Source: an optimization exercise on an open RTL-to-GDS flow (aim: small area). Production flows keep margins and buffers that such runs may drop. Power and IR drop assume default switching activity.

==> job 5988 <==
Design rcadc, start of the top module:
module rcadc (
    input  wire        clk,
    input  wire        rst,         
    input  wire        sense,       
    input  wire        start,
    input  wire [7:0]  dac_in,
    input  wire        bus_en,
    input  wire        bus_we,
    input  wire [3:0]  bus_addr,
    input  wire [7:0]  bus_wdata,
    input  wire        rx_rdy,
    input  wire [7:0]  rx_data,
    input  wire        tx_ack,
    output wire        charge,
    output wire        done,
    output wire        avail,
    output wire [7:0]  val,
    output reg  [15:0] rdata,
    output wire [7:0]  tx_data,
    output wire        tx_we,
    output wire [2:0]  ser_rd
);
  reg        phase;       
  reg [12:0] cnt;         
  reg        sync0, sync1;
  reg        zr;          
  reg        avail_r;
  reg [9:0]  raw_cnt;
  reg [7:0]  run_val;     
  reg        sample_rdy;
  reg        copy_ok;     
  reg [7:0]  dac_val_copy;
  ...
==> module rcadc, before the edit <==
module rcadc (
    input  wire        clk,
    input  wire        rst,         
    input  wire        sense,       
    input  wire        start,
    input  wire [7:0]  dac_in,
    input  wire        bus_en,
    input  wire        bus_we,
    input  wire [3:0]  bus_addr,
    input  wire [7:0]  bus_wdata,
    input  wire        rx_rdy,
    input  wire [7:0]  rx_data,
    input  wire        tx_ack,
    output wire        charge,
    output wire        done,
    output wire        avail,
    output wire [7:0]  val,
    output reg  [15:0] rdata,
    output wire [7:0]  tx_data,
    output wire        tx_we,
    output wire [2:0]  ser_rd
);
  reg        phase;       
  reg [12:0] cnt;         
  reg        sync0, sync1;
  reg        zr;          
  reg        avail_r;
  reg [9:0]  raw_cnt;
  reg [7:0]  run_val;     
  reg        sample_rdy;
  reg        copy_ok;     
  reg [7:0]  dac_val_copy;
  reg [7:0]  adc_val_copy;
  reg [9:0]  adc_cnt_copy;
  wire cmp = sync1;
  wire done_tick = !phase && cnt[12] && cnt[11] && cnt[8] && cnt[2];
  wire timeout   =  phase && cnt[9] && cnt[7] && cnt[6] && cnt[5] && cnt[2];
  wire hit       =  phase && !cmp && zr && !avail_r;
  wire capture   = hit || (timeout && !avail_r);
  wire [1:0] step;
  rcadc_lut u_lut (.h(cnt[9:1]), .step(step));
  assign charge = phase;
  assign done   = done_tick;
  assign avail  = avail_r;
  assign val    = run_val;
  always @(posedge clk) begin
    sync0 <= sense;
    sync1 <= sync0;
    zr    <= phase && !cmp;
    if (capture)
      raw_cnt <= cnt[9:0];
    if (done_tick && start)
      run_val <= 8'd0;
    else if (!avail_r && !hit && cnt[0])
      run_val <= run_val + {6'd0, step};
    if (rst) begin
      phase   <= 1'b0;
      cnt     <= 13'd0;
      avail_r <= 1'b0;
    end else begin
      if (done_tick || timeout)
        cnt <= 13'd0;
      else
        cnt <= cnt + 13'd1;
      if (done_tick && start) begin
        phase   <= 1'b1;
        avail_r <= 1'b0;
      end
      if (timeout)
        phase <= 1'b0;
      if (capture)
        avail_r <= 1'b1;
    end
  end
  wire strobe = done_tick && avail_r;
  wire rd     = bus_en && !bus_we;
  wire rd_rdy = rd && (bus_addr == 4'd4);
  always @(posedge clk) begin
    if (strobe) begin
      dac_val_copy <= dac_in;
      adc_val_copy <= run_val;
      adc_cnt_copy <= raw_cnt;
    end
    if (rst) begin
      sample_rdy <= 1'b0;
      copy_ok    <= 1'b0;
    end else if (strobe) begin
      sample_rdy <= 1'b1;
      copy_ok    <= 1'b1;
    end else if (rd_rdy) begin
      sample_rdy <= 1'b0;
    end
  end
  wire [8:0]  ch = adc_cnt_copy[9:1];
  wire [16:0] conv_prod = {ch, 7'd0} + {ch, 5'd0} + {ch, 4'd0} + {8'd0, ch};
  wire [8:0]  adc_idx_copy = conv_prod[15:7];
  always @(*) begin
    case (bus_addr)
      4'd0: rdata = {15'd0, rx_rdy};
      4'd1: rdata = {8'd0, rx_data};
      4'd2: rdata = {15'd0, tx_ack};
      4'd4: rdata = {15'd0, sample_rdy};
      4'd5: rdata = {8'd0, dac_val_copy & {8{copy_ok}}};
      4'd6: rdata = {8'd0, adc_val_copy & {8{copy_ok}}};
      4'd7: rdata = {7'd0, adc_idx_copy & {9{copy_ok}}};
      default: rdata = {6'd0, adc_cnt_copy & {10{copy_ok}}};
    endcase
  end
  assign tx_we     = bus_en && bus_we && (bus_addr == 4'd3);
  assign tx_data   = bus_wdata;
  assign ser_rd[0] = rd && (bus_addr == 4'd0);
  assign ser_rd[1] = rd && (bus_addr == 4'd1);
  assign ser_rd[2] = rd && (bus_addr == 4'd2);
endmodule
Settings: LEC_CHECK=0, CAP_MARGIN=20, CORE_MARGIN=2, CORE_UTILIZATION=40, PLACE_DENSITY=0.6, SLEW_MARGIN=20; clock period 10.0 ns.
standard.sh (not shown) runs the stock make flow with config.mk's settings and CLKGATE_MAP_FILE= SYNTH_SCRIPT=/design/flow/synth_recipe.tcl, a recipe that flattens the netlist after the stock synthesis.
==> flow/flow/run.sh <==
#!/bin/bash
export BUFFER_PORTS_ARGS="-buffer_cell sky130_fd_sc_hd__buf_1"
export CTS_ARGS="-sink_clustering_enable -repair_clock_nets -dont_use_dummy_load"
bash standard.sh > standard.log 2>&1
==> inputs of job 2323, as changes to job 5988 <==
--- a/flow/design.v
+++ b/flow/design.v
@@ -160,2 +160,60 @@
 endmodule
+module rcadc_conv (
+    input  wire [8:0] h,
+    output wire [8:0] idx
+);
+  wire t1, t2, t3, t4, t5, t6, t7, t8, t9, t10, t11, t12, t13, t14, t15, t16, t17, t18, t19, t20, t21, t22, t23, t24, t25, t26, t27, t28, t29, t30, t31, t32, t33, t34, t35, t36, t37, t38, t39, t40, t41, t42, t43, t44, t45, t46, t47, t48, t49, t50, t51, t52, t53, t54;
+  assign t1 = h[7] ^ h[3];
+  assign t2 = h[7] & h[3];
+  assign t3 = h[8] ^ h[4] ^ h[3];
+  assign t4 = (h[8] & h[4]) | (h[8] & h[3]) | (h[4] & h[3]);
+  assign t5 = h[5] ^ h[4];
+  assign t6 = h[5] & h[4];
+  assign t7 = h[6] ^ h[5];
+  assign t8 = h[6] & h[5];
+  assign t9 = h[7] ^ h[6];
+  assign t10 = h[7] & h[6];
+  assign t11 = h[8] ^ h[7];
+  assign t12 = h[8] & h[7];
+  assign t13 = h[5] ^ h[1];
+  assign t14 = h[5] & h[1];
+  assign t15 = h[6] ^ h[2] ^ h[1];
+  assign t16 = (h[6] & h[2]) | (h[6] & h[1]) | (h[2] & h[1]);
+  assign t17 = t1 ^ h[2] ^ h[0];
+  assign t18 = (t1 & h[2]) | (t1 & h[0]) | (h[2] & h[0]);
+  assign t19 = t3 ^ h[1] ^ t2;
+  assign t20 = (t3 & h[1]) | (t3 & t2) | (h[1] & t2);
+  assign t21 = t5 ^ h[2] ^ t4;
+  assign t22 = (t5 & h[2]) | (t5 & t4) | (h[2] & t4);
+  assign t23 = t7 ^ h[3] ^ t6;
+  assign t24 = (t7 & h[3]) | (t7 & t6) | (h[3] & t6);
+  assign t25 = t9 ^ h[4] ^ t8;
+  assign t26 = (t9 & h[4]) | (t9 & t8) | (h[4] & t8);
+  assign t27 = t11 ^ h[5] ^ t10;
+  assign t28 = (t11 & h[5]) | (t11 & t10) | (h[5] & t10);
+  assign t29 = h[8] ^ h[6] ^ t12;
+  assign t30 = (h[8] & h[6]) | (h[8] & t12) | (h[6] & t12);
+  assign t32 = h[4] & h[0];
+  assign t34 = (t13 & h[0]) | (t13 & t32) | (h[0] & t32);
+  assign t36 = (t15 & t14) | (t15 & t34) | (t14 & t34);
+  assign t37 = t17 ^ t16 ^ t36;
+  assign t38 = (t17 & t16) | (t17 & t36) | (t16 & t36);
+  assign t39 = t19 ^ t18 ^ t38;
+  assign t40 = (t19 & t18) | (t19 & t38) | (t18 & t38);
+  assign t41 = t21 ^ t20 ^ t40;
+  assign t42 = (t21 & t20) | (t21 & t40) | (t20 & t40);
+  assign t43 = t23 ^ t22 ^ t42;
+  assign t44 = (t23 & t22) | (t23 & t42) | (t22 & t42);
+  assign t45 = t25 ^ t24 ^ t44;
+  assign t46 = (t25 & t24) | (t25 & t44) | (t24 & t44);
+  assign t47 = t27 ^ t26 ^ t46;
+  assign t48 = (t27 & t26) | (t27 & t46) | (t26 & t46);
+  assign t49 = t29 ^ t28 ^ t48;
+  assign t50 = (t29 & t28) | (t29 & t48) | (t28 & t48);
+  assign t51 = h[7] ^ t30 ^ t50;
+  assign t52 = (h[7] & t30) | (h[7] & t50) | (t30 & t50);
+  assign t53 = h[8] ^ t52;
+  assign t54 = h[8] & t52;
+  assign idx = {t53, t51, t49, t47, t45, t43, t41, t39, t37};
+endmodule
 module rcadc (
@@ -182,3 +240,2 @@
 );
-  reg        phase;       
   reg [12:0] cnt;         
@@ -195,3 +252,4 @@
   wire cmp = sync1;
-  wire done_tick = !phase && cnt[12] && cnt[11] && cnt[8] && cnt[2];
+  wire phase     = cnt[12] && cnt[11] && cnt[10];
+  wire done_tick = cnt[12] && cnt[11] && !cnt[10] && cnt[8] && cnt[2];
   wire timeout   =  phase && cnt[9] && cnt[7] && cnt[6] && cnt[5] && cnt[2];
@@ -216,3 +274,2 @@
     if (rst) begin
-      phase   <= 1'b0;
       cnt     <= 13'd0;
@@ -220,3 +277,5 @@
     end else begin
-      if (done_tick || timeout)
+      if (done_tick && start)
+        cnt <= 13'd7168;
+      else if (done_tick || timeout)
         cnt <= 13'd0;
@@ -224,8 +283,4 @@
         cnt <= cnt + 13'd1;
-      if (done_tick && start) begin
-        phase   <= 1'b1;
+      if (done_tick && start)
         avail_r <= 1'b0;
-      end
-      if (timeout)
-        phase <= 1'b0;
       if (capture)
@@ -254,14 +309,14 @@
   wire [8:0]  ch = adc_cnt_copy[9:1];
-  wire [16:0] conv_prod = {ch, 7'd0} + {ch, 5'd0} + {ch, 4'd0} + {8'd0, ch};
-  wire [8:0]  adc_idx_copy = conv_prod[15:7];
+  wire [8:0]  adc_idx_copy;
+  rcadc_conv u_conv (.h(ch), .idx(adc_idx_copy));
   always @(*) begin
-    case (bus_addr)
-      4'd0: rdata = {15'd0, rx_rdy};
-      4'd1: rdata = {8'd0, rx_data};
-      4'd2: rdata = {15'd0, tx_ack};
-      4'd4: rdata = {15'd0, sample_rdy};
-      4'd5: rdata = {8'd0, dac_val_copy & {8{copy_ok}}};
-      4'd6: rdata = {8'd0, adc_val_copy & {8{copy_ok}}};
-      4'd7: rdata = {7'd0, adc_idx_copy & {9{copy_ok}}};
-      default: rdata = {6'd0, adc_cnt_copy & {10{copy_ok}}};
+    casez (bus_addr)
+      4'b1???: rdata = {6'd0, adc_cnt_copy & {10{copy_ok}}};
+      4'b0000: rdata = {15'd0, rx_rdy};
+      4'b00?1: rdata = {8'd0, rx_data};
+      4'b0010: rdata = {15'd0, tx_ack};
+      4'b0100: rdata = {15'd0, sample_rdy};
+      4'b0101: rdata = {8'd0, dac_val_copy & {8{copy_ok}}};
+      4'b0110: rdata = {8'd0, adc_val_copy & {8{copy_ok}}};
+      default: rdata = {7'd0, adc_idx_copy & {9{copy_ok}}};
     endcase
==> flow/flow/run.sh (replaced) <==
#!/bin/bash
# Layout: the standard flow (standard.sh) with three changes:
#  - synthesis maps the logic with an area-oriented ABC script (flow/abc_area.script)
#    and leaves adders to ABC instead of the half/full-adder cell map; everything
#    else in synthesis (registers, flattening, renaming) is the standard script;
#  - ports are buffered with the smallest buffer;
#  - the clock tree uses clkbuf_8 only and no dummy loads.
# Each step's full output is in synth.log / standard.log and ORFS's logs/ folder.
set -u
export BUFFER_PORTS_ARGS="-buffer_cell sky130_fd_sc_hd__buf_1"
export CTS_ARGS="-sink_clustering_enable -repair_clock_nets -dont_use_dummy_load -buf_list {sky130_fd_sc_hd__clkbuf_8} -sink_clustering_size 64 -sink_clustering_max_diameter 500 -sink_buffer_max_cap_derate 1.0"
rm -rf scripts_area
cp -r "$FLOW_HOME/scripts" scripts_area
cp flow/abc_area.script scripts_area/abc_area.script
bash standard.sh SCRIPTS_DIR="$PWD/scripts_area" ABC_AREA=1 ADDER_MAP_FILE= synth > synth.log 2>&1
bash standard.sh > standard.log 2>&1
==> flow/flow/abc_area.script (new file) <==
strash
&get -n
&dch -f
&nf -R 1000
&put
topo
==> qor summary <==
Result of the run: job 5988 complete, no violations; job 2323 complete, no violations
Placer's final routability congestion estimate: job 5988 0.924; job 2323 0.943
Actual transition at the worst max-transition pin: job 5988 0.942 ns; job 2323 0.968 ns
Storage cell area: job 5988 1640 um2; job 2323 1620 um2
Placed cells: job 5988 572; job 2323 549
Final #Nets: job 5988 525; job 2323 488
Layout Skew: job 5988 0.0265 ns; job 2323 0.0152 ns
Launch point of the worst path: job 5988 adc_cnt_copy[1]; job 2323 adc_cnt_copy[9]
Leak pwr: job 5988 0.00164 uW; job 2323 0.00131 uW
Mux contribution to synthesized area: job 5988 2.98%; job 2323 0.282%
Post-synthesis cell count: job 5988 410; job 2323 398
Arr. time, crit path: job 5988 3.74 ns; job 2323 4.69 ns
Register-to-register setup slack: job 5988 5.85 ns; job 2323 5.75 ns
Logic pwr share: job 5988 13.4%; job 2323 12.1%
Multi-input combinational cell count: job 5988 296; job 2323 316
Fill cell instance count of the final layout: job 5988 987; job 2323 888
Count of sequential standard cells: job 5988 64; job 2323 63
Number of cells in the finished layout apart from fillers: job 5988 581; job 2323 558
Power Density: job 5988 129 nW/um2; job 2323 138 nW/um2
Share of the synthesized netlist area taken by xor and xnor gates: job 5988 4.31%; job 2323 7.91%
Achievable clock frequency: job 5988 0.174 GHz; job 2323 0.149 GHz
Rows: job 5988 36; job 2323 34
Internal Pwr Total: job 5988 412 uW; job 2323 400 uW
Die area: job 5988 11000 um2; job 2323 9630 um2
Synth cell types: job 5988 70; job 2323 44
Chip Width: job 5988 105 um; job 2323 98.1 um
No run of this note included a check of the RTL's function; only the layout flow was run.

separate check: timing with driven ports:
Ports are ideal in the flow. The routed layouts listed here were re-timed in OpenROAD. Step 1: set_driving_cell puts a clkbuf_16 on clk and a buf_2 on each other input, an assumption about the parent block. Step 2 moves the port delays by t, midway between the first and last clock arrival at a register: inputs arrive t later, outputs are due t later. That takes back most of the time a late clock gives input paths. Three values: ideal ports, drivers, drivers and shift; two values: the first two.
| run | shift t [ns] | slack for setup (ns) | worst setup path after step 2 | cell pins on the clock port's net |
|---|---|---|---|---|
| job 5988 | 0.346 | 4.258 / 4.229 / 4.242 | input to output | 1 |
| job 2323 | 0.355 | 3.306 / 3.274 / 3.630 | register to output | 1 |
After both steps every run listed still meets setup and hold. For job 5988, which loses most, drivers alone change the setup slack by -0.029 ns; drivers and shift together by -0.016 ns.
